This is an optimization exercise on Yosys and OpenROAD, whose aim is small area, a short achievable clock period and few clock cycles, not a production implementation. RTL that was checked went through simulation tests only; none was proved equivalent to the original. No functional check of the RTL was part of runs 1 to 3, 6 and 7. No activity file was given, so power comes from the tool's default toggle rates.

## flow/flow/run.sh

```bash
#!/bin/bash
# Layout flow: the standard ORFS flow, with the port buffers made as
# minimum-size buffers (timing repair upsizes those that need it) and the
# clock tree built without dummy balancing loads.
set -euo pipefail
cd "$(dirname "$0")/.."
export BUFFER_PORTS_ARGS="-buffer_cell sky130_fd_sc_hd__buf_1"
export CTS_ARGS="-sink_clustering_enable -repair_clock_nets -dont_use_dummy_load -buf_list {sky130_fd_sc_hd__clkbuf_4 sky130_fd_sc_hd__clkbuf_8}"
bash standard.sh > standard.log 2>&1
```

## flow/standard.sh

```bash
#!/bin/bash
# synth_recipe.tcl (not shown) runs the flow's synth.tcl, then flattens the netlist and writes it again
# the make line also repeats each setting of config.mk as NAME=value (left out here)
make -C /OpenROAD-flow-scripts/flow DESIGN_CONFIG=/design/flow/config.mk WORK_HOME=/design/flow/orfs CLKGATE_MAP_FILE= SYNTH_SCRIPT=/design/flow/synth_recipe.tcl "${@:-finish}"
```

## flow/config.mk

```make
export PLATFORM = sky130hd
export DESIGN_NAME = stuff_codec
export DESIGN_NICKNAME = stuff_codec
export VERILOG_FILES = /design/flow/design.v
export SDC_FILE = /design/flow/constraint.sdc
export NUM_CORES = 4
export LEC_CHECK = 0
export CAP_MARGIN = 20
export CORE_MARGIN = 2
export CORE_UTILIZATION = 60
export PLACE_DENSITY = 0.8
export SETUP_SLACK_MARGIN = 3.2
export SLEW_MARGIN = 20
```

## flow/constraint.sdc

```tcl
create_clock -name core_clock -period 6.5 [get_ports {clk}]
set_input_delay 1.3000 -clock core_clock [delete_from_list [all_inputs] [get_ports {clk}]]
set_output_delay 1.3000 -clock core_clock [all_outputs]
set_load 0.01 [all_outputs]
```

## flow/design.v

```verilog
module stuff_codec (
    input  wire         clk,
    input  wire         rst,
    input  wire         cfg_mode,         
    input  wire [4:0]   cfg_avoid_len,    
    input  wire [127:0] cfg_avoid,        
    input  wire [13:0]  cfg_crc_poly,
    input  wire [13:0]  cfg_crc_init,
    input  wire         in_valid,
    input  wire [7:0]   in_data,
    input  wire         in_last,
    output reg          in_ready,
    output reg          out_valid,
    output reg  [7:0]   out_data,
    input  wire         out_ready,
    output reg          done,
    output reg          done_err,
    output reg  [15:0]  done_count,
    output reg  [13:0]  done_crc
);
    wire       cfg_ok = (cfg_avoid_len >= 5'd2) && (cfg_avoid_len <= 5'd16);
    wire [3:0] nl     = cfg_avoid_len[3:0];
    function [7:1] crc_coef;
        input [13:0] p;
        integer dd, s;
        reg [7:0] c;
        begin
            c = 8'd1;
            for (dd = 1; dd < 8; dd = dd + 1) begin
                c[dd] = 1'b0;
                for (s = 1; s <= dd; s = s + 1)
                    c[dd] = c[dd] ^ (p[14-s] & c[dd-s]);
            end
            crc_coef = c[7:1];
        end
    endfunction
    reg        mode_r;
    reg        ok_r;
    reg  [7:0] esc_r;
    reg  [7:0] init_r;       
    reg  [7:1] coef_r;
    wire       stuff = ~mode_r;
    reg [13:0] d;           
    reg        mm;          
    reg        mm_last;     
    reg        in_first;    
    reg        a_v, a_last, a_first, a_esc, a_err;
    wire       a_drop = a_esc && mode_r;
    reg [7:0]  a_d;
    reg        b_v, b_end;
    reg [7:0]  b_d;
    reg [13:0] crc;
    reg [12:0] cnt;
    reg        err;
    reg [14:0] chain;
    reg        match_now;
    integer j;
    always @(*) begin
        match_now = 1'b0;
        for (j = 0; j < 15; j = j + 1) begin
            chain[j] = (in_data == cfg_avoid[8*j +: 8]) &&
                       (j == 0 ? 1'b1 : d[(j == 0) ? 0 : j-1]);
            if (nl == ((j + 2) & 15)) match_now = match_now | chain[j];
        end
    end
    reg [7:0] esc_byte;
    always @(*) begin
        esc_byte = cfg_avoid[127:120];
        for (j = 1; j < 15; j = j + 1)
            if (nl == j + 1) esc_byte = cfg_avoid[8*j +: 8];
    end
    wire b_go   = (b_v || b_end) && (!b_v || out_ready);
    wire b_free = !b_v || out_ready;
    wire a_go   = a_v && b_free;
    wire a_free = !a_v || b_free;
    wire ins_e  = mm && stuff;           
    always @(*) begin
        in_ready   = a_free && !ins_e;
        out_valid  = b_v;
        out_data   = b_d;
        done       = b_end && (!b_v || out_ready);
        done_err   = err;
        done_count = err ? 16'hFFFF : {3'b000, cnt};
        done_crc   = crc;
    end
    wire in_fire = in_valid && in_ready;
    reg [13:0] base, crc_next;
    reg  [7:0] h, t;
    integer k, q;
    always @(*) begin
        base = a_first ? {init_r, cfg_crc_init[5:0]} : crc;
        h    = base[13:6] ^ a_d;
        for (k = 0; k < 8; k = k + 1) begin
            t[k] = h[k];
            for (q = 1; q < 8; q = q + 1)
                if (k + q < 8) t[k] = t[k] ^ (coef_r[q] & h[k+q]);
        end
        for (k = 0; k < 14; k = k + 1) begin
            crc_next[k] = (k >= 8) ? base[k-8] : 1'b0;
            for (q = 0; q < 8; q = q + 1)
                if (q <= k) crc_next[k] = crc_next[k] ^ (t[q] & cfg_crc_poly[k-q]);
        end
    end
    always @(posedge clk) begin
        mode_r <= cfg_mode;
        ok_r   <= cfg_ok;
        esc_r  <= ~esc_byte;
        init_r <= cfg_crc_init[13:6];
        coef_r <= crc_coef(cfg_crc_poly);
        if (rst) begin
            d        <= 14'd0;
            mm       <= 1'b0;
            mm_last  <= 1'b0;
            in_first <= 1'b1;
            a_v      <= 1'b0;
            b_v      <= 1'b0;
            b_end    <= 1'b0;
        end else begin
            if (a_free) begin
                a_v <= 1'b0;
                if (ins_e) begin
                    a_v     <= 1'b1;
                    a_d     <= esc_r;
                    a_last  <= mm_last;
                    a_first <= 1'b0;
                    a_esc   <= 1'b1;
                    a_err   <= !ok_r;
                    mm      <= 1'b0;
                    d       <= 14'd0;
                end else if (in_fire) begin
                    a_v      <= 1'b1;
                    a_d      <= in_data;
                    a_last   <= in_last && !(stuff && match_now);
                    a_first  <= in_first;
                    a_esc    <= !stuff && mm;
                    a_err    <= !ok_r ||
                                (!stuff && mm && in_data != esc_r) ||
                                (!stuff && !mm && match_now && in_last);
                    in_first <= in_last;
                    if (mm) begin
                        mm <= 1'b0;
                        d  <= 14'd0;
                    end else begin
                        mm      <= match_now && (stuff || !in_last);
                        mm_last <= in_last;
                        d       <= in_last ? 14'd0 : chain[13:0];
                    end
                end
            end
            if (a_go) begin
                b_v   <= !a_drop;
                b_d   <= a_d;
                b_end <= a_last;
            end else if (b_go) begin
                b_v   <= 1'b0;
                b_end <= 1'b0;
            end
        end
        if (a_go) begin
            crc <= crc_next;
            cnt <= (a_first ? 13'd0 : cnt) + {12'd0, a_esc};
            err <= (a_first ? 1'b0 : err) | a_err;
        end
    end
endmodule
```

==> impl_metrics.json, run 1 <==
{
  "stdcell_count": 1296,
  "power_density_nw_per_um2": 359,
  "cts-hold-fix-buffers": 0,
  "p_leak_nw": 3.29,
  "core_um2": 13200,
  "drive_gt1_share_pct": 8.48,
  "clk_latency_ns": 0.37,
  "hold_path_depth": 2,
  "worstPathRequired_ns": 6.78,
  "wl_met2_mm": 11.1,
  "report.power.total_w": 0.00337,
  "end_kind": "flip-flop",
  "crit_type": "in2reg",
  "worst-r2r-cell-count": 10,
  "nets": 1302,
  "crit_fanout": 17,
  "gp_congestion": 0.977,
  "grt_pass1_vias": 7268,
  "syn_nets": 1117,
  "area_growth_pct": 15.1,
  "grt_pass1_wl_mm": 37.7,
  "drtIter0Drc": 957,
  "finalCritPeriodShare_pct": 49.4,
  "cts_buffers": 9,
  "fin_ws_ns": 3.29,
  "wl_per_cell_um": 18.4,
  "initial_core_util_pct": 61.5,
  "cts_root_buf": "clkbuf_8",
  "cts_buffer_depth": 2,
  "clkTransAtPathRegs_ns": 0.10,
  "worst_slew_pin_slew_ns": 1.03,
  "grt_max_degree": 35,
  "drv_cap": 0,
  "final_common_cell": "buf_1",
  "viasPerCell": 5.98,
  "clkSinkCount": 93,
  "dp_hpwl_mm": 18.3,
  "rows": 42,
  "die_h_um": 121,
  "tritoncts": "yes",
  "wl_met1_mm": 9.68,
  "finalClockSkew_ns": 0.0247,
  "die_x_um": 121,
  "hp-class": "reg2reg",
  "syn_inst": 937,
  "hold_viol_final": 0,
  "synth_edf_count": 48,
  "top_layer": "met4",
  "yosys_register_bits": 93,
  "async_flop_share_pct": 0,
  "grt.total_usage_pct": 32.8,
  "antenna_cells": 0,
  "floorplan.io_pins": 217,
  "antenna_found_initial": 0,
  "vdd_drop_max_mv": 0.274,
  "die_area_um2": 14500,
  "fin_crit_ns": 3.21,
  "report.final.slew_viol_count": 0,
  "dp_slack_ns": 2.53,
  "place_area_um2": 9010,
  "arrival_ns": 3.49,
  "syn_area_per_cell_um2": 8.70,
  "yosys_warnings": 1,
  "syn_area_um2": 8150,
  "fmax_ghz": 0.311,
  "wl_met3_mm": 2.25,
  "r2r_slack_ns": 3.30,
  "globalRouteOverflowTotal": 0,
  "fin_setup_tns_ns": 0,
  "worstSetupStartpointType": "primary input",
  "drc": 0,
  "fill_cells": 1092,
  "synthDistinctLibCells": 56,
  "htree_levels": 3,
  "drtPass1Iterations": 8,
  "status": "complete, no violations",
  "fin_area_um2": 9380,
  "setup_viol": 0,
  "rsz0062_at_grt": "no",
  "port-buffer-count": 216,
  "ys.flop_type": "edfxtp_1",
  "place_inst": 1277,
  "wl_mm": 23.9,
  "detail-route-antenna-nets": 0,
  "slew-limit-headroom_pct": 31.1,
  "via_count": 7755,
  "final_cell_mix": "buf_1, xnor2_1, nand2_1",
  "yosysSeqAreaShare_pct": 28.7
}
[state kept, by name, indices dropped and copies added, names as in the netlist, 7 cells and up]
name,flops
b_d,8
d,14
a_d,8
esc_r,8
init_r,8
crc,14
coef_r,7
cnt,13
[cell type report]
cell class	count	area, um^2	area share, %
inverters	11	47.5	0.507
multi-input cells	763	5560	59.3
clock buffers	9	124	1.32
repair buffers	244	1080	11.5
flip-flops and latches	93	2340	25.0
well taps	176	220	2.35
[where the power goes]
part           total, W  internal, W  switching, W
combinational   0.00219      0.00121      0.000982
clock          0.000306     0.000124      0.000181
sequential     0.000869     0.000810     0.0000597
[routing by layer]
layer	global-route usage [%]	vias to the layer above
met5	0	-
met4	13.4	0
met3	4.91	85
met2	52.8	490
met1	44.4	3577
li1	-	3603
[cell usage after synthesis, drive strengths merged (17+ instances only)]
library cell / number / area, um^2
a21oi: 36 / 180
buf: 21 / 116
clkbuf: 49 / 184
dfxtp: 45 / 901
edfxtp: 48 / 1440
mux2i: 34 / 344
nand2: 155 / 582
nand3: 18 / 90.1
nand4: 22 / 138
nor2: 42 / 158
nor3: 23 / 115
o21ai: 40 / 200
xnor2: 187 / 1650
xnor3: 17 / 384
xor2: 40 / 350
[what timing repair did]
| item | CTS | global route |
|---|---|---|
| endpoints found under the setup margin | 22 | 21 |
| gates resized for setup | 13 | 28 |
| setup buffers | 4 | 6 |
| pin swaps | 1 | 1 |
[worst paths after layout]
kind                        end             startpoint
max             mm$_SDFFE_PP0P_             in_data[6]
min          b_end$_SDFFE_PP0P_     b_end$_SDFFE_PP0P_
max reg2reg    crc[5]$_DFFE_PP_  a_first$_SDFFCE_PP0P_
min reg2reg  b_end$_SDFFE_PP0P_     b_end$_SDFFE_PP0P_
[kinds of logic after synthesis]
group / after synthesis / share of synthesized area [%]
adders and majority gates: 5 / 0.768
muxes: 55 / 7.95
buffers and inverters: 81 / 4.19
and+or+nand+nor: 320 / 18.1
AOI/OAI and AO/OA: 138 / 10.8
DFF: 93 / 28.7
xor gates and xnor gates: 245 / 29.5
[through the flow]
stage	utilization (%)	hold slack, ns
after floorplan	-	0.427
after global placement	68.1	0.440
after detailed placement	68.1	0.441
after CTS	69.7	0.461
after global routing	70.8	0.483
final	70.8	0.458
[worst max-delay path, stage by stage]
cell	delay, ns
buf_1	0.07
buf_4	0.33
xnor2_1	0.16
nand3_1	0.16
nor4_1	0.46
mux2i_1	0.14
o221ai_1	0.23
a221oi_2	0.14
a2111o_1	0.36
a21oi_1	0.14
==> run 2: changes to the inputs <==
--- a/flow/config.mk
+++ b/flow/config.mk
@@ -9,5 +9,5 @@
 export CORE_MARGIN = 2
 export CORE_UTILIZATION = 60
-export PLACE_DENSITY = 0.8
 export SETUP_SLACK_MARGIN = 3.2
 export SLEW_MARGIN = 20
+export TNS_END_PERCENT = 0
==> run 2 against run 1 <==
Compared with the run above: sequential power hardly changed; still clean; combinational power fell by 6%; wire length rose by 1.4%; synthesized cell count is the same; sequential share of layout area rose by 0.32 points.
==> impl_metrics.json, run 2 <==
{
  "syn_nets": 1117,
  "syn_inst": 937,
  "finalClockSkew_ns": 0.0214,
  "setup_viol": 0,
  "hold_viol_final": 0,
  "status": "complete, no violations",
  "worst-r2r-cell-count": 9,
  "grt_max_degree": 34,
  "finalCritPeriodShare_pct": 50.7,
  "drive_gt1_share_pct": 7.53,
  "top_regs": "crc x14, d x14, cnt x13",
  "yosys.area.top_type_share_pct": 20.0,
  "clkTransAtPathRegs_ns": 0.08,
  "yosys.area.top_type": "xnor2_1",
  "vdd_drop_max_mv": 0.352,
  "detail-route-antenna-nets": 0,
  "crit_cells": 4,
  "end_kind": "primary output",
  "die_h_um": 121,
  "antenna_found_initial": 1,
  "globalRouteOverflowTotal": 0,
  "drv_cap": 0,
  "drc": 0,
  "fin_setup_tns_ns": 0,
  "fill_cells": 1150,
  "die_x_um": 121,
  "arrival_ns": 2.00,
  "crit_top_cell": "buf_1",
  "cts_buffer_depth": 2,
  "hp-class": "reg2reg",
  "worstSetupStartpointType": "primary input",
  "area_growth_pct": 13.6,
  "fmax_ghz": 0.303,
  "hold_path_end": "b_end$_SDFFE_PP0P_",
  "place_area_um2": 9020,
  "synth.most_common_cell": "xnor2_1",
  "critPathTopFamily": "buffers and inverters",
  "cts-hold-fix-buffers": 0,
  "ys.flop_type": "edfxtp_1",
  "gp_congestion": 0.985,
  "initial_core_util_pct": 61.5,
  "crit_slowest_cell": "nor2b_1",
  "drtPass1Iterations": 5,
  "worstPathRequired_ns": 5.20,
  "p_leak_nw": 3.24,
  "r2r_slack_ns": 3.22,
  "via_count": 7669,
  "report.power.total_w": 0.00324,
  "grt_pass1_vias": 7064,
  "yosys_warnings": 1,
  "min_from": "b_end$_SDFFE_PP0P_",
  "timing.rr.start": "a_first$_SDFFCE_PP0P_",
  "crit_fanout": 4,
  "final_common_cell": "buf_1",
  "fin_ws_ns": 3.20,
  "dp_slack_ns": 2.48,
  "yosys_register_bits": 93,
  "clk_latency_ns": 0.36,
  "core_um2": 13200,
  "rows": 42,
  "r2r_end": "crc[5]$_DFFE_PP_",
  "rsz0062_at_grt": "yes",
  "yosys-top-cells-count": "xnor2_1, nand2_1, clkbuf_1, edfxtp_1, dfxtp_1",
  "dp_hpwl_mm": 18.7,
  "yosysSeqAreaShare_pct": 28.7,
  "nets": 1297,
  "drtIter0Drc": 752,
  "worst_slew_pin_slew_ns": 0.968,
  "tritoncts": "yes",
  "port-buffer-count": 216,
  "async_flop_share_pct": 0,
  "clkSinkCount": 93,
  "fin_area_um2": 9260,
  "crit_type": "in2out",
  "report.final.slew_viol_count": 0,
  "fin_util_pct": 69.9,
  "final_cell_mix": "buf_1, xnor2_1, nand2_1",
  "crit_chain": "buf_1 -> nor2b_1 -> a21oi_1 -> buf_1",
  "syn_area_um2": 8150,
  "cts_buffers": 9,
  "syn_area_per_cell_um2": 8.70,
  "hold_path_depth": 2,
  "synth_area_leaders": "xnor2_1, edfxtp_1, dfxtp_1",
  "cts_root_buf": "clkbuf_8",
  "power_density_nw_per_um2": 350,
  "die_area_um2": 14500,
  "path_buf_inv": 2,
  "synthDistinctLibCells": 56,
  "grt.total_usage_pct": 33.2,
  "synth_edf_count": 48,
  "slew-limit-headroom_pct": 35.2,
  "viasPerCell": 5.94,
  "wl_mm": 24.2,
  "floorplan.io_pins": 217,
  "slowest_delay_ns": 0.25,
  "wl_per_cell_um": 18.8,
  "htree_levels": 3,
  "fin_crit_ns": 3.30,
  "grt_pass1_wl_mm": 37.5
}
-- run 2: through the flow --
stage | instances | hold WS, ns
after global routing | 1292 | 0.475
after CTS | 1288 | 0.452
after detailed placement | 1278 | 0.442
final | 1292 | 0.451
after floorplan | 937 | 0.427
after global placement | 1278 | 0.436
-- run 2: layer usage --
layer | global-route usage, % | wire (um) | up-vias
li1 | - | - | 3588
met1 | 47.3 | 10500 | 3568
met2 | 49.8 | 10600 | 453
met3 | 6.89 | 2410 | 60
met4 | 12.5 | 748 | 0
met5 | 0 | 0 | -
-- run 2: cell type report --
type | instances | area, um^2 | area share (%)
multi-input cells | 763 | 5520 | 59.6
inverters | 11 | 47.5 | 0.514
flip-flops and latches | 93 | 2340 | 25.3
diodes | 1 | 2.50 | 0.0270
clock buffers | 9 | 124 | 1.34
repair buffers | 239 | 1000 | 10.9
well taps | 176 | 220 | 2.38
-- run 2: worst max path at each step --
stage / start / to / slack (ns)
after detailed placement: a_first$_SDFFCE_PP0P_ / crc[7]$_DFFE_PP_ / 2.48
final: out_ready / in_ready / 3.20
after global placement: in_data[5] / mm$_SDFFE_PP0P_ / 2.48
after CTS: a_first$_SDFFCE_PP0P_ / crc[6]$_DFFE_PP_ / 3.09
after floorplan: in_data[1] / mm$_SDFFE_PP0P_ / 3.22
after global routing: cfg_avoid_len[0] / esc_r[2]$_DFF_P_ / 3.11
-- run 2: repair_timing --
action / CTS / global route
resized for setup: 4 / 17
endpoints found under the setup margin: 23 / 20
pin swaps: 1 / 0
setup buffers: 1 / 2
cloned: 0 / 0
-- run 2: cell families (layout without fill, tap and decap cells) --
group	after synthesis	count (layout)	share of synthesized area, %
buffers and inverters	81	259	4.19
adders and majority gates	5	5	0.768
and+or+nand+nor	320	320	18.1
xor gates and xnor gates	245	245	29.5
muxes	55	55	7.95
AOI/OAI and AO/OA	138	138	10.8
other	0	1	0
DFF	93	93	28.7
-- run 2: worst min-delay path, cell delays in order, from the launching register on --
cell     delay, ns
dfxtp_1       0.31
nand2_1       0.05
a21oi_1       0.05
-- run 2: power by group --
group / leakage, nW / switching, W / internal, W / total (W)
Sequential: 0.825 / 0.0000570 / 0.000809 / 0.000867
Combinational: 2.35 / 0.000932 / 0.00113 / 0.00206
Clock: 0.0647 / 0.000183 / 0.000125 / 0.000308
Total: 3.24 / 0.00117 / 0.00206 / 0.00324
==> run 3: changes to the inputs <==
--- a/flow/config.mk
+++ b/flow/config.mk
@@ -9,5 +9,5 @@
 export CORE_MARGIN = 2
 export CORE_UTILIZATION = 60
-export SETUP_SLACK_MARGIN = 3.2
+export SETUP_SLACK_MARGIN = 3.3
 export SLEW_MARGIN = 20
-export TNS_END_PERCENT = 0
+export TNS_END_PERCENT = 20
==> run 3 against run 2 <==
Compared with the run above: cell area grew 1.6%; still clean on timing, DRC and antenna; count of clock-buffer cells in the layout is the same; via count grew 1.1%; clock power is essentially flat; worst hold slack is essentially flat; synthesized cell count is the same; critical path depth is the same; first-iteration DRC count grew 3.9%; flip-flop and latch count is the same; sequential share of layout area shrank 0.40 points; synthesized area is the same; die area is the same.
==> impl_metrics.json, run 3 <==
{
  "crit_fanout": 4,
  "slew-limit-headroom_pct": 34.2,
  "r2r_end": "crc[5]$_DFFE_PP_",
  "fmax_ghz": 0.314,
  "die_x_um": 121,
  "grt_pass1_wl_mm": 37.7,
  "timing.rr.start": "a_first$_SDFFCE_PP0P_",
  "cts_buffers": 9,
  "wl_mm": 24.6,
  "synth.most_common_cell": "xnor2_1",
  "fin_setup_tns_ns": 0,
  "core_um2": 13200,
  "detail-route-antenna-nets": 0,
  "setup_viol": 0,
  "drv_cap": 0,
  "drc": 0,
  "hold_path_end": "b_end$_SDFFE_PP0P_",
  "finalCritPeriodShare_pct": 49.0,
  "rows": 42,
  "clkTransAtPathRegs_ns": 0.08,
  "finalClockSkew_ns": 0.0200,
  "clkSinkCount": 93,
  "fin_crit_ns": 3.19,
  "htree_levels": 3,
  "die_h_um": 121,
  "die_area_um2": 14500,
  "gp_congestion": 0.985,
  "worstPathRequired_ns": 5.20,
  "area_growth_pct": 15.4,
  "nets": 1302,
  "synth_edf_count": 48,
  "tritoncts": "yes",
  "drtPass1Iterations": 5,
  "top_regs": "crc x14, d x14, cnt x13",
  "syn_nets": 1117,
  "yosys.area.top_type": "xnor2_1",
  "synthDistinctLibCells": 56,
  "drive_gt1_share_pct": 8.39,
  "min_from": "b_end$_SDFFE_PP0P_",
  "power_density_nw_per_um2": 350,
  "wl_per_cell_um": 19.0,
  "yosys_register_bits": 93,
  "status": "complete, no violations",
  "hold_path_depth": 2,
  "end_kind": "primary output",
  "hold_viol_final": 0,
  "hp-class": "reg2reg",
  "final_cell_mix": "buf_1, xnor2_1, nand2_1",
  "grt.total_usage_pct": 33.4,
  "via_count": 7756,
  "viasPerCell": 5.98,
  "crit_slowest_cell": "a21oi_2",
  "syn_area_per_cell_um2": 8.70,
  "port-buffer-count": 216,
  "initial_core_util_pct": 61.5,
  "yosys-top-cells-count": "xnor2_1, nand2_1, clkbuf_1, edfxtp_1, dfxtp_1",
  "yosys_warnings": 1,
  "grt_pass1_vias": 7066,
  "arrival_ns": 1.89,
  "yosysSeqAreaShare_pct": 28.7,
  "syn_area_um2": 8150,
  "grt_max_degree": 34,
  "cts_root_buf": "clkbuf_8",
  "worstSetupStartpointType": "primary input",
  "clk_latency_ns": 0.36,
  "drtIter0Drc": 781,
  "globalRouteOverflowTotal": 0,
  "yosys.area.top_type_share_pct": 20.0,
  "crit_top_cell": "buf_1",
  "cts_buffer_depth": 2,
  "worst-r2r-cell-count": 9,
  "r2r_slack_ns": 3.32,
  "report.power.total_w": 0.00329,
  "synth_area_leaders": "xnor2_1, edfxtp_1, dfxtp_1",
  "crit_type": "in2out",
  "syn_inst": 937,
  "slowest_delay_ns": 0.21,
  "report.final.slew_viol_count": 0,
  "vdd_drop_max_mv": 0.356,
  "rsz0062_at_grt": "yes",
  "floorplan.io_pins": 217,
  "dp_slack_ns": 2.48,
  "async_flop_share_pct": 0,
  "fin_ws_ns": 3.31,
  "dp_hpwl_mm": 18.7,
  "crit_chain": "buf_1 -> nor2b_2 -> a21oi_2 -> buf_1",
  "p_leak_nw": 3.31,
  "antenna_found_initial": 1,
  "ys.flop_type": "edfxtp_1",
  "worst_slew_pin_slew_ns": 0.984,
  "final_common_cell": "buf_1",
  "hold_slack_ns": 0.451
}
run 3: final cells by class:
| class | count | area (um^2) |
|---|---|---|
| Sequential cell | 93 | 2340 |
| Inverter | 11 | 47.5 |
| Fill cell | 1135 | 3840 |
| Timing Repair Buffer | 244 | 1110 |
| Multi-Input combinational cell | 763 | 5560 |
| Tap cell | 176 | 220 |
| Antenna cell | 1 | 2.50 |
| Clock buffer | 9 | 124 |
run 3: layer usage:
layer	global-route usage, %	up-vias	share of wire (%)
met5	0	-	0
met4	12.1	0	2.6
met3	6.13	51	9.9
met2	50.4	481	44
met1	47.8	3627	43
li1	-	3597	-
run 3: timing repair:
item | CTS | global route
endpoints found under the setup margin | 24 | 21
setup buffers | 3 | 5
gates resized for setup | 15 | 29
hold buffers | 0 | 0
pin swaps | 1 | 1
run 3: cells by family (layout without fill, tap and decap cells):
logic type	count (synthesis)	in the layout	share of synthesized area, %
xor+xnor	245	245	29.5
mux	55	55	7.95
compound gates	138	138	10.8
other cells	0	1	0
buf+inv	81	264	4.19
flops	93	93	28.7
fa+ha+maj	5	5	0.768
simple gates	320	320	18.1
run 3: critical path: cells and delay by family:
kind / cells / cell delay (ns)
compound gates: 1 / 0.21
buf+inv: 2 / 0.30
simple gates: 1 / 0.08
run 3: worst max path at each step:
stage / from / slack, ns / endpoint / depth (start not counted)
after global routing: a_first$_SDFFCE_PP0P_ / 3.23 / crc[6]$_DFFE_PP_ / 9
after floorplan: in_data[1] / 3.22 / mm$_SDFFE_PP0P_ / 10
after CTS: out_ready / 3.22 / in_ready / 4
final: out_ready / 3.31 / in_ready / 4
after global placement: in_data[5] / 2.48 / mm$_SDFFE_PP0P_ / 10
after detailed placement: a_first$_SDFFCE_PP0P_ / 2.48 / crc[7]$_DFFE_PP_ / 9
run 3: power breakdown:
| group | internal (W) | switching [W] | total (W) |
|---|---|---|---|
| Clock | 0.000125 | 0.000185 | 0.000309 |
| Combinational | 0.00116 | 0.000952 | 0.00211 |
| Sequential | 0.000810 | 0.0000589 | 0.000868 |
| Total | 0.00210 | 0.00120 | 0.00329 |
run 3: metrics by stage:
stage | area (um^2) | instances | util (%)
after floorplan | 8150 | 937 | -
after global routing | 9400 | 1297 | 71.0
after global placement | 9020 | 1278 | 68.1
final | 9400 | 1297 | 71.0
after CTS | 9230 | 1290 | 69.7
after detailed placement | 9020 | 1278 | 68.1
==> run 4: changes to the inputs <==
--- a/flow/design.v
+++ b/flow/design.v
@@ -45,6 +45,5 @@
     reg        mm_last;     
     reg        in_first;    
-    reg        a_v, a_last, a_first, a_esc, a_err;
-    wire       a_drop = a_esc && mode_r;
+    reg        a_v, a_last, a_drop, a_first, a_esc, a_err;
     reg [7:0]  a_d;
     reg        b_v, b_end;
@@ -123,4 +122,5 @@
                     a_d     <= esc_r;
                     a_last  <= mm_last;
+                    a_drop  <= 1'b0;
                     a_first <= 1'b0;
                     a_esc   <= 1'b1;
@@ -132,4 +132,5 @@
                     a_d      <= in_data;
                     a_last   <= in_last && !(stuff && match_now);
+                    a_drop   <= !stuff && mm;
                     a_first  <= in_first;
                     a_esc    <= !stuff && mm;
--- a/flow/config.mk
+++ b/flow/config.mk
@@ -9,5 +9,4 @@
 export CORE_MARGIN = 2
 export CORE_UTILIZATION = 60
-export SETUP_SLACK_MARGIN = 3.3
+export SETUP_SLACK_MARGIN = 3.2
 export SLEW_MARGIN = 20
-export TNS_END_PERCENT = 20
==> run 4 against run 3 <==
Compared with the run above: still clean; maximum frequency fell by 0.51%; clock power rose by 3%; sequential share of layout area rose by 0.31 points; utilization fell by 0.54 points; synthesized area rose by 1.6%; global-route usage rose by 0.99 points; synthesized cell count rose by 0.53%; flip-flop and latch count rose by 1; register-to-register slack improved by 0.03 ns; first-iteration DRC count rose by 18%; cell area barely moved; largest cell class unchanged.
==> impl_metrics.json, run 4 <==
{
  "hold_slack_ns": 0.459,
  "wl_mm": 25.4,
  "wl_per_cell_um": 19.6,
  "synth_edf_count": 49,
  "fin_setup_tns_ns": 0,
  "floorplan.io_pins": 217,
  "fin_crit_ns": 3.20,
  "die_h_um": 121,
  "final_common_cell": "buf_1",
  "via_count": 7775,
  "final_cell_mix": "buf_1, xnor2_1, nand2_1",
  "syn_inst": 942,
  "detail-route-antenna-nets": 0,
  "cts_root_buf": "clkbuf_8",
  "power_frac_comb_pct": 63.3,
  "crit_fanout": 4,
  "globalRouteOverflowTotal": 0,
  "cts_buffers": 9,
  "grt_pass1_vias": 7241,
  "nets": 1301,
  "drtPass1Iterations": 5,
  "grt_max_degree": 41,
  "crit_type": "in2out",
  "hold_viol_final": 0,
  "initial_core_util_pct": 62.0,
  "yosys_register_bits": 94,
  "drive_gt1_share_pct": 9.12,
  "cts-hold-fix-buffers": 0,
  "area_growth_pct": 13.7,
  "yosys_warnings": 1,
  "vdd_drop_max_mv": 0.372,
  "drc": 0,
  "top_regs": "crc x14, d x14, cnt x13",
  "p_sw_w": 0.00121,
  "drtIter0Drc": 925,
  "die_area_um2": 14800,
  "yosys-top-cells-count": "xnor2_1, nand2_1, edfxtp_1, dfxtp_1, o21ai_0",
  "ys.flop_type": "edfxtp_1",
  "antenna_found_initial": 0,
  "intPower_w": 0.00205,
  "yosys.area.top_type_share_pct": 21.2,
  "synth_area_leaders": "xnor2_1, edfxtp_1, dfxtp_1",
  "status": "complete, no violations",
  "rows": 42,
  "dp_hpwl_mm": 19.4,
  "worstSetupStartpointType": "primary input",
  "power_density_nw_per_um2": 346,
  "syn_nets": 1122,
  "syn_area_per_cell_um2": 8.79,
  "core_um2": 13300,
  "report.final.slew_viol_count": 0,
  "pwr-share-seq_pct": 27.0,
  "clkSinkCount": 94,
  "tritoncts": "yes",
  "viasPerCell": 6.00,
  "htree_levels": 3,
  "setup_viol": 0,
  "worstPathRequired_ns": 5.20,
  "p_sw_share_pct": 37.1,
  "syn_area_um2": 8280,
  "synth.most_common_cell": "xnor2_1",
  "arrival_ns": 1.90,
  "clkPwrFrac_pct": 9.8,
  "die_x_um": 121,
  "hp-class": "reg2reg",
  "rsz0062_at_grt": "no",
  "worst_slew_pin_slew_ns": 1.06,
  "slew-limit-headroom_pct": 29.0,
  "grt_pass1_wl_mm": 38.6,
  "gp_congestion": 1.06,
  "drv_cap": 0,
  "cts_buffer_depth": 2,
  "finalClockSkew_ns": 0.0290,
  "clkTransAtPathRegs_ns": 0.10,
  "clk_latency_ns": 0.38,
  "antenna_cells": 0,
  "fmax_ghz": 0.312,
  "port-buffer-count": 216,
  "p_leak_nw": 3.25,
  "yosys.area.top_type": "xnor2_1",
  "async_flop_share_pct": 0,
  "synthDistinctLibCells": 63,
  "finalCritPeriodShare_pct": 49.3,
  "end_kind": "primary output",
  "yosysSeqAreaShare_pct": 28.7,
  "grt.total_usage_pct": 34.4
}
-- run 4: what timing repair did --
action                                  in CTS  in global routing
setup buffers                                2                  4
gates resized for setup                      8                 24
gates cloned                                 0                  0
pin swaps                                    0                  1
endpoints found under the setup margin      24                 22
-- run 4: path summary, 6_finish.rpt --
kind / cells after the start / slack [ns] / start / end
setup reg to reg: 9 / 3.35 / a_first$_SDFFCE_PP0P_ / crc[13]$_DFFE_PP_
hold / removal: 2 / 0.46 / b_end$_SDFFE_PP0P_ / b_end$_SDFFE_PP0P_
setup / recovery: 4 / 3.30 / out_ready / in_ready
hold reg to reg: 2 / 0.46 / b_end$_SDFFE_PP0P_ / b_end$_SDFFE_PP0P_
-- run 4: area by class of cell --
type / instances / area, um^2
clock buffers: 9 / 124
fillers: 1140 / 3940
inverters: 14 / 56.3
multi-input cells: 764 / 5640
flip-flops and latches: 94 / 2370
well taps: 176 / 220
repair buffers: 238 / 997
-- run 4: power groups by stage --
| stage | registers (W) | logic (W) | clock network, W |
|---|---|---|---|
| 6_report | 0.000878 | 0.00206 | 0.000318 |
| 5_1_grt | 0.000886 | 0.00222 | 0.000339 |
| 4_1_cts | 0.000871 | 0.00202 | 0.000320 |
| 3_5_place_dp | 0.000885 | 0.00201 | 0 |
| 3_3_place_gp | 0.000884 | 0.00198 | 0 |
| 2_1_floorplan | 0.000891 | 0.00169 | 0 |
-- run 4: metal layers --
layer	global-route usage, %	up-vias	part of all wire, %
li1	-	3594	-
met1	47.5	3661	41
met2	52.5	461	44
met3	9.54	59	12
met4	10.5	0	3.1
met5	0	-	0
-- run 4: worst max-delay path, cell delays in order --
cell     delay (ns)
buf_1          0.08
nor2b_1        0.23
a21oi_2        0.13
buf_1          0.16
-- run 4: through the flow --
step | setup WS, ns | total power [W] | util (%) | instance area, um^2 | cells
2_1_floorplan | 3.25 | 0.00258 | - | 8280 | 942
3_3_place_gp | 2.49 | 0.00287 | 68.2 | 9110 | 1280
3_5_place_dp | 2.40 | 0.00289 | 68.2 | 9110 | 1280
4_1_cts | 3.13 | 0.00322 | 69.5 | 9280 | 1291
5_1_grt | 3.20 | 0.00344 | 70.5 | 9410 | 1295
6_report | 3.30 | 0.00326 | 70.5 | 9410 | 1295
-- run 4: cell families after synthesis --
group | Yosys count | synth area share, %
compound gates | 143 | 10.8
simple gates | 318 | 17.6
xor+xnor | 245 | 29.7
buf+inv | 84 | 4.55
flops | 94 | 28.7
fa+ha+maj | 5 | 0.756
mux | 53 | 7.94
Testbench counts of run 4, summed over its fixed seeds: cycles 70,425.
==> run 5: changes to the inputs <==
==> flow/run.sh (new file) <==
#!/bin/bash
# synth_recipe.tcl (not shown) runs the flow's synth.tcl, then flattens the netlist and writes it again
# the make line also repeats each setting of config.mk as NAME=value (left out here)
make -C /OpenROAD-flow-scripts/flow DESIGN_CONFIG=/design/flow/config.mk WORK_HOME=/design/flow/orfs CLKGATE_MAP_FILE= SYNTH_SCRIPT=/design/flow/synth_recipe.tcl finish
--- a/flow/config.mk
+++ b/flow/config.mk
@@ -8,5 +8,5 @@
 export CAP_MARGIN = 20
 export CORE_MARGIN = 2
-export CORE_UTILIZATION = 60
-export SETUP_SLACK_MARGIN = 3.2
+export CORE_UTILIZATION = 40
+export SETUP_SLACK_MARGIN = 3.6
 export SLEW_MARGIN = 20
removed: flow/flow/run.sh
removed: flow/standard.sh
==> run 5 against run 4 <==
Compared with the run above: still clean on timing, DRC and antenna; wire length is 28% higher; worst setup slack better by 0.13 ns; cell area is 37% higher; cell count is 16% higher; sequential power is 0.9% higher; clock power is 77% higher; non-clock buffer count is 102 higher; power is 32% higher; critical path depth stayed put; critical path type unchanged; largest cell class unchanged.
==> impl_metrics.json, run 5 <==
{
  "viasPerCell": 5.52,
  "drtPass1Iterations": 5,
  "slowest_delay_ns": 0.13,
  "crit_slowest_cell": "nand2b_4",
  "yosys_warnings": 1,
  "worstSetupStartpointType": "primary input",
  "hp-class": "reg2reg",
  "core_um2": 20300,
  "detail-route-antenna-nets": 0,
  "dp_hpwl_mm": 22.6,
  "wl_mm": 32.5,
  "top_regs": "crc x14, d x14, cnt x13",
  "synthDistinctLibCells": 63,
  "arrival_ns": 1.77,
  "syn_nets": 1122,
  "wl_per_cell_um": 21.6,
  "p_leak_nw": 5.11,
  "yosys_register_bits": 94,
  "drtIter0Drc": 556,
  "timing.rr.start": "a_first$_SDFFCE_PP0P_",
  "syn_area_per_cell_um2": 8.79,
  "slew-limit-headroom_pct": 58.3,
  "via_count": 8295,
  "synth_area_leaders": "xnor2_1, edfxtp_1, dfxtp_1",
  "nets": 1406,
  "status": "complete, no violations",
  "synth_edf_count": 49,
  "grt.total_usage_pct": 29.8,
  "syn_inst": 942,
  "r2r_slack_ns": 3.43,
  "power_density_nw_per_um2": 334,
  "rows": 52,
  "end_kind": "primary output",
  "cts_root_buf": "clkbuf_16",
  "clk_latency_ns": 0.36,
  "fill_cells": 1707,
  "critical_path.startpoint": "out_ready",
  "yosys-top-cells-count": "xnor2_1, nand2_1, edfxtp_1, dfxtp_1, o21ai_0",
  "cts_buffer_depth": 2,
  "die_area_um2": 21900,
  "setup_viol": 0,
  "report.power.total_w": 0.00431,
  "fmax_ghz": 0.326,
  "fin_crit_ns": 3.07,
  "htree_levels": 3,
  "critPathTopFamily": "simple AND/OR/NAND/NOR gates",
  "final_common_cell": "xnor2_1",
  "yosysSeqAreaShare_pct": 28.7,
  "worstPathRequired_ns": 5.20,
  "initial_core_util_pct": 40.8,
  "globalRouteOverflowTotal": 0,
  "hold_viol_final": 0,
  "syn_area_um2": 8280,
  "cts_buffers": 9,
  "vdd_drop_max_mv": 0.253,
  "grt_pass1_wl_mm": 48.9,
  "port-buffer-count": 216,
  "worst-r2r-cell-count": 11,
  "crit_chain": "buf_6 -> nand2b_4 -> and2_4 -> buf_6",
  "crit_cells": 4,
  "final_cell_mix": "xnor2_1, nand2_1, dlygate4sd2_1",
  "fin_setup_tns_ns": 0,
  "place_area_um2": 10600,
  "ys.flop_type": "edfxtp_1",
  "synth.most_common_cell": "xnor2_1",
  "finalCritPeriodShare_pct": 47.2,
  "fin_area_um2": 12900,
  "area_growth_pct": 55.8,
  "clkSinkCount": 94,
  "die_x_um": 148,
  "tritoncts": "yes",
  "die_h_um": 148,
  "yosys.area.top_type_share_pct": 21.2,
  "rsz0062_at_grt": "yes",
  "clkTransAtPathRegs_ns": 0.07,
  "crit_type": "in2out",
  "drive_gt1_share_pct": 28.4,
  "async_flop_share_pct": 0,
  "grt_pass1_vias": 8462,
  "finalClockSkew_ns": 0.0126,
  "gp_congestion": 1.01,
  "worst_slew_pin_slew_ns": 0.625,
  "crit_fanout": 2,
  "report.final.slew_viol_count": 0,
  "drv_cap": 0,
  "drc": 0,
  "antenna_found_initial": 2,
  "grt_max_degree": 30,
  "crit_top_cell": "buf_6",
  "path_buf_inv": 2,
  "endpoint": "done",
  "r2r_end": "crc[6]$_DFFE_PP_",
  "yosys.area.top_type": "xnor2_1",
  "floorplan.io_pins": 217
}
[run 5: cell counts after synthesis]
Identical to the previous run, type by type.
[run 5: power by group]
part	internal [W]	switching, W	leakage (nW)	total, W
clock network	0.000311	0.000253	0.149	0.000564
logic	0.00164	0.00122	4.12	0.00286
registers	0.000817	0.0000688	0.833	0.000886
[run 5: worst min-delay path by stage]
| stage | depth (start not counted) | endpoint | startpoint |
|---|---|---|---|
| 2_1_floorplan | 1 | a_err$_DFFE_PP_ | ok_r$_DFF_P_ |
| 3_3_place_gp | 2 | b_end$_SDFFE_PP0P_ | b_end$_SDFFE_PP0P_ |
| 3_5_place_dp | 2 | b_end$_SDFFE_PP0P_ | b_end$_SDFFE_PP0P_ |
| 4_1_cts | 2 | b_end$_SDFFE_PP0P_ | b_end$_SDFFE_PP0P_ |
| 5_1_grt | 1 | a_err$_DFFE_PP_ | ok_r$_DFF_P_ |
| 6_report | 2 | b_end$_SDFFE_PP0P_ | b_end$_SDFFE_PP0P_ |
[run 5: worst register-to-register path, delay by kind of cell, from the launching register on]
| kind | cells | cell delay, ns |
|---|---|---|
| XOR/XNOR | 5 | 1.37 |
| buffers and inverters | 3 | 0.52 |
| flip-flops | 1 | 0.47 |
| multiplexers | 1 | 0.29 |
| AND/OR/NAND/NOR | 2 | 0.16 |
[run 5: logic make-up (layout without fill, tap and decap cells)]
kind of cell / after synthesis / in the layout / share of synthesized area, %
compound gates: 143 / 143 / 10.8
fa+ha+maj: 5 / 5 / 0.756
mux: 53 / 53 / 7.94
flops: 94 / 94 / 28.7
buf+inv: 84 / 370 / 4.55
xor+xnor: 245 / 248 / 29.7
simple gates: 318 / 318 / 17.6
other cells: 0 / 1 / 0
[run 5: per-layer routing]
metal | GRT usage [%] | part of all wire, %
met1 | 34.5 | 37
met2 | 51.3 | 48
met3 | 5.96 | 8.5
met4 | 17.0 | 6.6
met5 | 0 | 0.025
[run 5: stage by stage]
stage          hold slack, ns  cells  setup WS [ns]  utilization [%]
5_1_grt                 0.498   1501           3.35             63.5
4_1_cts                 0.464   1487           3.43             62.1
2_1_floorplan           0.432    942           3.44                -
6_report                0.463   1502           3.43             63.5
3_5_place_dp            0.454   1366           2.02             52.1
3_3_place_gp            0.443   1366           2.05             52.1
[run 5: final cells by class]
type | instances | area [um^2] | share of cell area (%)
multi-input cells | 767 | 6560 | 50.8
repair buffers | 340 | 3260 | 25.3
flip-flops and latches | 94 | 2370 | 18.4
well taps | 270 | 338 | 2.62
clock buffers | 10 | 239 | 1.85
clock inverters | 6 | 68.8 | 0.534
inverters | 14 | 63.8 | 0.495
diodes | 1 | 2.50 | 0.0194
[run 5: what timing repair did]
action / 4_1_cts / 5_1_grt
pin swaps: 108 / 49
endpoints found under the setup margin: 84 / 41
setup buffers: 99 / 13
hold buffers: 0 / 0
gates resized for setup: 387 / 48
gates cloned: 6 / 0
==> run 6: changes to the inputs <==
--- a/flow/design.v
+++ b/flow/design.v
@@ -36,6 +36,4 @@
     endfunction
     reg        mode_r;
-    reg        ok_r;
-    reg  [7:0] esc_r;
     reg  [7:0] init_r;       
     reg  [7:1] coef_r;
@@ -45,5 +43,6 @@
     reg        mm_last;     
     reg        in_first;    
-    reg        a_v, a_last, a_drop, a_first, a_esc, a_err;
+    reg        a_v, a_last, a_first, a_esc, a_err;
+    wire       a_drop = a_esc && mode_r;
     reg [7:0]  a_d;
     reg        b_v, b_end;
@@ -63,9 +62,9 @@
         end
     end
-    reg [7:0] esc_byte;
+    reg [7:0] avoid_m;
     always @(*) begin
-        esc_byte = cfg_avoid[127:120];
+        avoid_m = cfg_avoid[127:120];
         for (j = 1; j < 15; j = j + 1)
-            if (nl == j + 1) esc_byte = cfg_avoid[8*j +: 8];
+            if (nl == j + 1) avoid_m = cfg_avoid[8*j +: 8];
     end
     wire b_go   = (b_v || b_end) && (!b_v || out_ready);
@@ -103,6 +102,4 @@
     always @(posedge clk) begin
         mode_r <= cfg_mode;
-        ok_r   <= cfg_ok;
-        esc_r  <= ~esc_byte;
         init_r <= cfg_crc_init[13:6];
         coef_r <= crc_coef(cfg_crc_poly);
@@ -120,10 +117,9 @@
                 if (ins_e) begin
                     a_v     <= 1'b1;
-                    a_d     <= esc_r;
+                    a_d     <= ~avoid_m;
                     a_last  <= mm_last;
-                    a_drop  <= 1'b0;
                     a_first <= 1'b0;
                     a_esc   <= 1'b1;
-                    a_err   <= !ok_r;
+                    a_err   <= !cfg_ok;
                     mm      <= 1'b0;
                     d       <= 14'd0;
@@ -132,9 +128,7 @@
                     a_d      <= in_data;
                     a_last   <= in_last && !(stuff && match_now);
-                    a_drop   <= !stuff && mm;
                     a_first  <= in_first;
                     a_esc    <= !stuff && mm;
-                    a_err    <= !ok_r ||
-                                (!stuff && mm && in_data != esc_r) ||
+                    a_err    <= !cfg_ok ||
                                 (!stuff && !mm && match_now && in_last);
                     in_first <= in_last;
@@ -161,5 +155,6 @@
             crc <= crc_next;
             cnt <= (a_first ? 13'd0 : cnt) + {12'd0, a_esc};
-            err <= (a_first ? 1'b0 : err) | a_err;
+            err <= (a_first ? 1'b0 : err) | a_err |
+                   (a_drop && a_d != ~avoid_m);
         end
     end
==> flow/flow/run.sh (new file) <==
#!/bin/bash
# Layout flow: the standard ORFS flow, with the port buffers made as
# minimum-size buffers (timing repair upsizes those that need it) and the
# clock tree built without dummy balancing loads.
set -euo pipefail
cd "$(dirname "$0")/.."
export BUFFER_PORTS_ARGS="-buffer_cell sky130_fd_sc_hd__buf_1"
export CTS_ARGS="-sink_clustering_enable -repair_clock_nets -dont_use_dummy_load -buf_list {sky130_fd_sc_hd__clkbuf_4 sky130_fd_sc_hd__clkbuf_8}"
bash standard.sh > standard.log 2>&1
==> flow/standard.sh (new file) <==
#!/bin/bash
# synth_recipe.tcl (not shown) runs the flow's synth.tcl, then flattens the netlist and writes it again
# the make line also repeats each setting of config.mk as NAME=value (left out here)
make -C /OpenROAD-flow-scripts/flow DESIGN_CONFIG=/design/flow/config.mk WORK_HOME=/design/flow/orfs CLKGATE_MAP_FILE= SYNTH_SCRIPT=/design/flow/synth_recipe.tcl "${@:-finish}"
--- a/flow/config.mk
+++ b/flow/config.mk
@@ -8,5 +8,5 @@
 export CAP_MARGIN = 20
 export CORE_MARGIN = 2
-export CORE_UTILIZATION = 40
-export SETUP_SLACK_MARGIN = 3.6
+export CORE_UTILIZATION = 60
+export SETUP_SLACK_MARGIN = 3.0
 export SLEW_MARGIN = 20
removed: flow/run.sh
==> run 6 against run 5 <==
Compared with the run above: flip-flop and latch count is 10 lower; count of clock-buffer cells in the layout fell by 1; still clean on timing, DRC and antenna; cell area shrank 22%; synthesized area grew 5.0%; wire length is 6.6% lower; combinational power shrank about 20%; cell count fell by 5.9%; sequential power shrank 11%.
==> impl_metrics.json, run 6 <==
{
  "status": "complete, no violations",
  "synth-adder-area-share_pct": 0.863,
  "synth-compound-area-share_pct": 15.0,
  "synth.mux.area_fraction_pct": 5.71,
  "worst_slew_pin_slew_ns": 1.13,
  "crit_top_cell": "a21oi_2",
  "yosysSeqAreaShare_pct": 24.9,
  "grt.total_usage_pct": 38.0,
  "antenna_found_initial": 0,
  "crit_cells": 10,
  "die_h_um": 124,
  "crit_chain": "clkbuf_4 -> buf_12 -> or4bb_1 -> a21oi_2 -> o32ai_2 -> a21oi_2 -> o21bai_1 -> a22o_1 -> nor4_1 -> a32oi_1",
  "yosys_register_bits": 84,
  "power_density_nw_per_um2": 336,
  "antenna_cells": 0,
  "nets": 1416,
  "hold_viol_final": 0,
  "setup_viol": 0,
  "path_buf_inv": 2,
  "area_growth_pct": 15.3,
  "rsz0062_at_grt": "yes",
  "die_x_um": 124,
  "yosys-top-cells-count": "xnor2_1, nand2_1, nor2_1, o21ai_0, edfxtp_1",
  "r2r_slack_ns": 3.22,
  "grt_busiest_layer": "met2",
  "fin_util_pct": 71.4,
  "core_um2": 14000,
  "yosys.area.top_type": "xnor2_1",
  "critical_path.startpoint": "cfg_avoid_len[0]",
  "cts_buffer_depth": 2,
  "clkTransAtPathRegs_ns": 0.10,
  "synth_top_family_by_area": "XOR/XNOR gates",
  "ys.flop_type": "edfxtp_1",
  "yosys.area.top_type_share_pct": 16.7,
  "grt_max_degree": 48,
  "dp_hpwl_mm": 22.1,
  "crit_fanout": 22,
  "fin_area_um2": 10000,
  "timing.rr.start": "a_first$_SDFFCE_PP0P_",
  "fin_crit_ns": 3.49,
  "drc": 0,
  "port-buffer-count": 216,
  "globalRouteOverflowTotal": 0,
  "synth_area_leaders": "xnor2_1, edfxtp_1, dfxtp_1",
  "wl_per_cell_um": 21.5,
  "vdd_drop_max_mv": 0.529,
  "p_leak_nw": 3.59,
  "place_area_um2": 9500,
  "fmax_ghz": 0.286,
  "worstPathRequired_ns": 6.58,
  "cts-hold-fix-buffers": 0,
  "viasPerCell": 6.36,
  "gp_congestion": 1.05,
  "arrival_ns": 3.57,
  "top_regs": "crc x14, d x14, cnt x13",
  "critPathTopFamily": "compound AO/OA/AOI/OAI gates",
  "cts_buffers": 9,
  "drv_cap": 0,
  "end_kind": "flip-flop",
  "synth.most_common_cell": "xnor2_1",
  "drtPass1Iterations": 6,
  "htree_levels": 3,
  "drtIter0Drc": 1085,
  "hp-class": "reg2reg",
  "grt_util_met3_pct": 9.88,
  "syn_area_um2": 8690,
  "cts_root_buf": "clkbuf_8",
  "grt_pass1_vias": 8574,
  "clkSinkCount": 84,
  "wl_mm": 30.3,
  "worstSetupStartpointType": "primary input",
  "report.final.slew_viol_count": 0,
  "final_common_cell": "buf_1",
  "tritoncts": "yes",
  "syn_area_per_cell_um2": 8.23,
  "floorplan.io_pins": 217,
  "endpoint": "err$_DFFE_PP_",
  "clk_latency_ns": 0.38,
  "rows": 43,
  "worst-r2r-cell-count": 9,
  "crit_slowest_cell": "or4bb_1",
  "slew-limit-headroom_pct": 24.5,
  "final_cell_mix": "buf_1, xnor2_1, nand2_1",
  "via_count": 8981,
  "r2r_end": "crc[9]$_DFFE_PP_",
  "synth_edf_count": 48,
  "yosys.area_share.simple_pct": 21.0,
  "synthDistinctLibCells": 74,
  "crit_type": "in2reg",
  "finalClockSkew_ns": 0.0303,
  "fin_setup_tns_ns": 0,
  "detail-route-antenna-nets": 0,
  "syn_nets": 1238,
  "use_met2_pct": 57.5,
  "finalCritPeriodShare_pct": 53.7,
  "async_flop_share_pct": 0,
  "grt_util_met1_pct": 51.5,
  "syn_inst": 1057,
  "fill_cells": 1161,
  "yosys_warnings": 1,
  "initial_core_util_pct": 61.9,
  "synth_xor_area_share_pct": 27.7,
  "drive_gt1_share_pct": 10.4,
  "slowest_delay_ns": 0.52,
  "die_area_um2": 15500,
  "grt_pass1_wl_mm": 46.6
}
run 6: logic make-up (layout without fill, tap and decap cells):
logic type | after synthesis | count (layout)
AND/OR/NAND/NOR | 385 | 385
XOR/XNOR | 238 | 238
AO/OA/AOI/OAI | 203 | 203
multiplexers | 47 | 47
adder cells (fa/ha/maj) | 6 | 6
buffers and inverters | 94 | 270
flip-flops | 84 | 84
run 6: power by group:
part           internal (W)  switching [W]
sequential         0.000744      0.0000468
combinational       0.00121        0.00107
clock              0.000124       0.000180
run 6: worst min-delay path by stage:
stage,from,to,cells after the start
final,b_end$_SDFFE_PP0P_,b_end$_SDFFE_PP0P_,2
after global routing,b_end$_SDFFE_PP0P_,b_end$_SDFFE_PP0P_,2
after CTS,b_end$_SDFFE_PP0P_,b_end$_SDFFE_PP0P_,2
after detailed placement,b_end$_SDFFE_PP0P_,b_end$_SDFFE_PP0P_,2
after global placement,b_end$_SDFFE_PP0P_,b_end$_SDFFE_PP0P_,2
after floorplan,b_end$_SDFFE_PP0P_,b_end$_SDFFE_PP0P_,2
run 6: worst reg2reg max path, delay by kind of cell, from the launching register on:
family	cells	cell delay, ns
xor gates and xnor gates	5	1.67
DFF	1	0.44
muxes	1	0.40
and+or+nand+nor	2	0.29
buffers and inverters	1	0.19
run 6: layout make-up:
cell class	instances	area, um^2	area share (%)
clock buffers	9	124	1.24
inverters	14	62.6	0.624
multi-input cells	879	6280	62.7
flip-flops and latches	84	2160	21.6
well taps	180	225	2.25
repair buffers	246	1160	11.6
repair inverters	1	7.51	0.0749
run 6: per-layer routing:
metal | vias up | wire length, um
li1 | 4028 | -
met1 | 4177 | 12200
met2 | 654 | 13300
met3 | 122 | 3500
met4 | 0 | 1330
met5 | - | 0
run 6: what timing repair did:
item,CTS,global route
buffers inserted,1,10
cloned,2,1
gates resized for setup,22,50
endpoints found under the setup margin,14,14
pin swaps,2,4
run 6: metrics by stage:
step	cells	hold WS (ns)	setup slack, ns	total power (W)
floorplan	1057	0.427	3.02	0.00254
global placement	1390	0.445	2.44	0.00286
detailed placement	1390	0.454	2.40	0.00290
CTS	1402	0.466	2.93	0.00323
global route	1413	0.514	2.97	0.00356
finish	1413	0.461	3.01	0.00337
==> run 7: changes to the inputs <==
--- a/flow/design.v
+++ b/flow/design.v
@@ -36,4 +36,6 @@
     endfunction
     reg        mode_r;
+    reg        ok_r;
+    reg  [7:0] esc_r;
     reg  [7:0] init_r;       
     reg  [7:1] coef_r;
@@ -62,9 +64,9 @@
         end
     end
-    reg [7:0] avoid_m;
+    reg [7:0] esc_byte;
     always @(*) begin
-        avoid_m = cfg_avoid[127:120];
+        esc_byte = cfg_avoid[127:120];
         for (j = 1; j < 15; j = j + 1)
-            if (nl == j + 1) avoid_m = cfg_avoid[8*j +: 8];
+            if (nl == j + 1) esc_byte = cfg_avoid[8*j +: 8];
     end
     wire b_go   = (b_v || b_end) && (!b_v || out_ready);
@@ -73,4 +75,5 @@
     wire a_free = !a_v || b_free;
     wire ins_e  = mm && stuff;           
+    wire mm_e   = mm && !mm_last;        
     always @(*) begin
         in_ready   = a_free && !ins_e;
@@ -102,4 +105,6 @@
     always @(posedge clk) begin
         mode_r <= cfg_mode;
+        ok_r   <= cfg_ok;
+        esc_r  <= ~esc_byte;
         init_r <= cfg_crc_init[13:6];
         coef_r <= crc_coef(cfg_crc_poly);
@@ -113,13 +118,15 @@
             b_end    <= 1'b0;
         end else begin
+            if (a_go && a_last && !stuff)
+                mm <= 1'b0;
             if (a_free) begin
                 a_v <= 1'b0;
                 if (ins_e) begin
                     a_v     <= 1'b1;
-                    a_d     <= ~avoid_m;
+                    a_d     <= esc_r;
                     a_last  <= mm_last;
                     a_first <= 1'b0;
                     a_esc   <= 1'b1;
-                    a_err   <= !cfg_ok;
+                    a_err   <= !ok_r;
                     mm      <= 1'b0;
                     d       <= 14'd0;
@@ -127,15 +134,14 @@
                     a_v      <= 1'b1;
                     a_d      <= in_data;
-                    a_last   <= in_last && !(stuff && match_now);
+                    a_last   <= in_last;
                     a_first  <= in_first;
-                    a_esc    <= !stuff && mm;
-                    a_err    <= !cfg_ok ||
-                                (!stuff && !mm && match_now && in_last);
+                    a_esc    <= !stuff && mm_e;
+                    a_err    <= !ok_r || (!stuff && mm_e && in_data != esc_r);
                     in_first <= in_last;
-                    if (mm) begin
+                    if (mm_e) begin
                         mm <= 1'b0;
                         d  <= 14'd0;
                     end else begin
-                        mm      <= match_now && (stuff || !in_last);
+                        mm      <= match_now;
                         mm_last <= in_last;
                         d       <= in_last ? 14'd0 : chain[13:0];
@@ -146,5 +152,5 @@
                 b_v   <= !a_drop;
                 b_d   <= a_d;
-                b_end <= a_last;
+                b_end <= a_last && !ins_e;
             end else if (b_go) begin
                 b_v   <= 1'b0;
@@ -156,5 +162,5 @@
             cnt <= (a_first ? 13'd0 : cnt) + {12'd0, a_esc};
             err <= (a_first ? 1'b0 : err) | a_err |
-                   (a_drop && a_d != ~avoid_m);
+                   (a_last && !stuff && mm && mm_last);
         end
     end
--- a/flow/config.mk
+++ b/flow/config.mk
@@ -9,4 +9,4 @@
 export CORE_MARGIN = 2
 export CORE_UTILIZATION = 60
-export SETUP_SLACK_MARGIN = 3.0
+export SETUP_SLACK_MARGIN = 3.2
 export SLEW_MARGIN = 20
==> run 7 against run 6 <==
Compared with the run above: still clean; power decreased by 0.63%; synthesized area decreased by 5.0%; sequential share of layout area increased by 2.8 points; critical path depth increased by 2; count of clock-buffer cells in the layout unchanged; critical path type is now reg2reg; highest routed layer is now met5.
==> impl_metrics.json, run 7 <==
{
  "syn_nets": 1134,
  "grt_pass1_wl_mm": 39.7,
  "tritoncts": "yes",
  "synth_xor_area_share_pct": 29.6,
  "syn_area_um2": 8260,
  "power_density_nw_per_um2": 348,
  "clk_latency_ns": 0.38,
  "final_cell_mix": "buf_1, nand2_1, xnor2_1",
  "rows": 42,
  "clkTransAtPathRegs_ns": 0.10,
  "synth.most_common_cell": "xnor2_1",
  "worstSetupStartpointType": "flip-flop",
  "fin_crit_ns": 3.27,
  "top_regs": "crc x14, d x14, cnt x13",
  "hold_viol_final": 0,
  "finalCritPeriodShare_pct": 50.2,
  "synthDistinctLibCells": 60,
  "globalRouteOverflowTotal": 0,
  "syn_area_per_cell_um2": 8.65,
  "hp-class": "reg2reg",
  "ys.flop_type": "edfxtp_1",
  "finalClockSkew_ns": 0.0226,
  "gp_congestion": 0.950,
  "drtIter0Drc": 918,
  "rsz0062_at_grt": "no",
  "initial_core_util_pct": 61.9,
  "wl_mm": 26.8,
  "min_from": "ok_r$_DFF_P_",
  "drive_gt1_share_pct": 11.1,
  "syn_inst": 954,
  "r2r_slack_ns": 3.23,
  "power_frac_comb_pct": 64.6,
  "clkPwrFrac_pct": 9.4,
  "dp_hpwl_mm": 19.7,
  "worstPathRequired_ns": 6.63,
  "antenna_cells": 0,
  "synth_area_leaders": "edfxtp_1, xnor2_1, dfxtp_1",
  "final_common_cell": "buf_1",
  "synth_top_family_by_area": "XOR/XNOR gates",
  "die_area_um2": 14700,
  "die_h_um": 121,
  "end_kind": "flip-flop",
  "area_growth_pct": 16.7,
  "yosys.area.top_type": "edfxtp_1",
  "yosysSeqAreaShare_pct": 28.4,
  "synth.mux.area_fraction_pct": 7.65,
  "p_sw_w": 0.00125,
  "yosys_register_bits": 93,
  "status": "complete, no violations",
  "yosys.area_share.simple_pct": 17.6,
  "viasPerCell": 6.00,
  "slowest_delay_ns": 0.47,
  "r2r_end": "crc[11]$_DFFE_PP_",
  "synth-adder-area-share_pct": 0.758,
  "fill_cells": 1149,
  "crit_type": "reg2reg",
  "fin_area_um2": 9630,
  "arrival_ns": 3.40,
  "slew-limit-headroom_pct": 32.9,
  "crit_chain": "buf_6 -> buf_4 -> mux2i_4 -> xnor2_2 -> buf_4 -> nand2_1 -> xnor3_2 -> xnor3_2 -> buf_4 -> nand2_1 -> xnor2_1 -> xnor3_1",
  "intPower_w": 0.00210,
  "p_sw_share_pct": 37.3,
  "grt_max_degree": 36,
  "antenna_found_initial": 1,
  "drtPass1Iterations": 9,
  "vdd_drop_max_mv": 0.373,
  "report.final.slew_viol_count": 0,
  "fmax_ghz": 0.306,
  "crit_slowest_cell": "xnor3_2",
  "worst-r2r-cell-count": 12,
  "port-buffer-count": 216,
  "hold_path_end": "a_err$_DFFE_PP_",
  "crit_top_cell": "buf_4",
  "hold_path_depth": 1,
  "fin_setup_tns_ns": 0,
  "core_um2": 13300,
  "clkSinkCount": 93,
  "synth_edf_count": 48,
  "async_flop_share_pct": 0,
  "p_leak_nw": 3.59,
  "detail-route-antenna-nets": 0,
  "grt_pass1_vias": 7416,
  "drv_cap": 0,
  "die_x_um": 121,
  "cts_buffers": 9,
  "cts_buffer_depth": 2,
  "via_count": 7951,
  "pwr-share-seq_pct": 26.0,
  "floorplan.io_pins": 217,
  "grt.total_usage_pct": 35.3,
  "htree_levels": 3,
  "cts_root_buf": "clkbuf_8",
  "synth-compound-area-share_pct": 11.7,
  "nets": 1331,
  "crit_fanout": 5,
  "timing.rr.start": "a_first$_SDFFCE_PP0P_",
  "yosys.area.top_type_share_pct": 17.5,
  "setup_viol": 0,
  "worst_slew_pin_slew_ns": 1.00,
  "drc": 0,
  "place_area_um2": 9130,
  "report.power.total_w": 0.00335,
  "yosys_warnings": 1,
  "wl_per_cell_um": 20.2,
  "yosys-top-cells-count": "xnor2_1, nand2_1, xor2_1, clkbuf_1, nor2_1"
}
## run 7: worst max-delay path, delay by kind of cell, from the launching register on
family | cells | cell delay (ns)
xor gates and xnor gates | 5 | 1.62
and+or+nand+nor | 2 | 0.14
DFF | 1 | 0.44
muxes | 1 | 0.18
buffers and inverters | 4 | 0.63
## run 7: how the worst max path moves through the flow
stage,start,to,slack [ns],cells after the start
6_report,a_first$_SDFFCE_PP0P_,crc[11]$_DFFE_PP_,3.23,12
5_1_grt,a_first$_SDFFCE_PP0P_,crc[5]$_DFFE_PP_,3.13,12
4_1_cts,out_ready,in_ready,3.21,4
3_5_place_dp,a_first$_SDFFCE_PP0P_,crc[5]$_DFFE_PP_,2.48,8
3_3_place_gp,cfg_avoid_len[1],esc_r[2]$_DFF_P_,2.62,8
2_1_floorplan,cfg_crc_poly[12],coef_r[7]$_DFF_P_,3.25,13
## run 7: power groups by stage
stage / combinational (W) / clock, W / sequential [W]
finish: 0.00216 / 0.000314 / 0.000872
global route: 0.00230 / 0.000336 / 0.000876
CTS: 0.00194 / 0.000317 / 0.000864
detailed placement: 0.00192 / 0 / 0.000879
global placement: 0.00187 / 0 / 0.000880
floorplan: 0.00158 / 0 / 0.000873
## run 7: cell families after synthesis
| group | after synthesis |
|---|---|
| and+or+nand+nor | 317 |
| xor gates and xnor gates | 243 |
| AOI/OAI and AO/OA | 157 |
| DFF | 93 |
| buffers and inverters | 85 |
| muxes | 54 |
| adders and majority gates | 5 |
## run 7: metrics by stage
step                util [%]  hold WS (ns)  worst slack [ns]  instances
CTS                     69.8         0.472              3.21       1306
global placement        68.4         0.449              2.62       1291
global route            72.2         0.486              3.13       1325
detailed placement      68.4         0.462              2.48       1291
floorplan                  -         0.430              3.25        954
finish                  72.2         0.474              3.23       1325
## run 7: layout make-up
| cell class | count | area, um^2 | area share (%) |
|---|---|---|---|
| timing repair buffer | 257 | 1150 | 11.9 |
| timing repair inverter | 1 | 5.00 | 0.0519 |
| sequential | 93 | 2340 | 24.3 |
| multi-input combinational | 778 | 5750 | 59.7 |
| clock buffer | 9 | 124 | 1.29 |
| tap | 176 | 220 | 2.29 |
| inverter | 11 | 45.0 | 0.468 |
## run 7: what timing repair did
action,4_1_cts,5_1_grt
hold buffers,0,0
cloned,1,2
setup endpoints to repair,23,16
buffers inserted,5,17
pin swaps,1,9
resized for setup,8,28
## run 7: routing by layer
metal / wire length [um] / track usage, % / up-vias / share of wire [%]
li1: - / - / 3675 / -
met1: 11300 / 50.7 / 3723 / 42
met2: 11500 / 51.6 / 493 / 43
met3: 3130 / 8.18 / 58 / 12
met4: 786 / 13.1 / 2 / 2.9
met5: 13 / 0 / - / 0.049

what the ideal ports hide:
How much do the figures lean on ideal ports? The routed layouts below were timed once more, with nothing changed but the port constraints.
Step 1 sets driving cells, clkbuf_16 on the clock port and buf_2 on the other inputs (assumed; they add their load-dependent delay and slew).
Step 2 times the ports against the registers' clock, not the clock port: input delays grow and output delays shrink by t, the midpoint of the rising clock arrivals with the driver on.
Slacks: no drivers / after step 1 / after step 2; pairs: no drivers / after step 1.
run	t, ns	slack for setup (ns)	slew at the worst register clock pin (ns)
run 1	0.387	3.288 / 3.296 / 2.909	0.10 / 0.10
run 2	0.389	3.202 / 3.180 / 2.842	0.10 / 0.10
run 3	0.390	3.313 / 3.287 / 2.977	0.10 / 0.10
run 4	0.397	3.297 / 3.277 / 2.934	0.10 / 0.10
run 5	0.403	3.431 / 3.400 / 3.080	0.08 / 0.08
run 6	0.405	3.008 / 3.016 / 2.611	0.10 / 0.10
run 7	0.407	3.234 / 3.234 / 2.888	0.10 / 0.10
After both steps setup and hold are still met in every run listed. The setup slack of run 6, which loses most, moves by +0.008 ns with the drivers and by -0.397 ns with both steps.
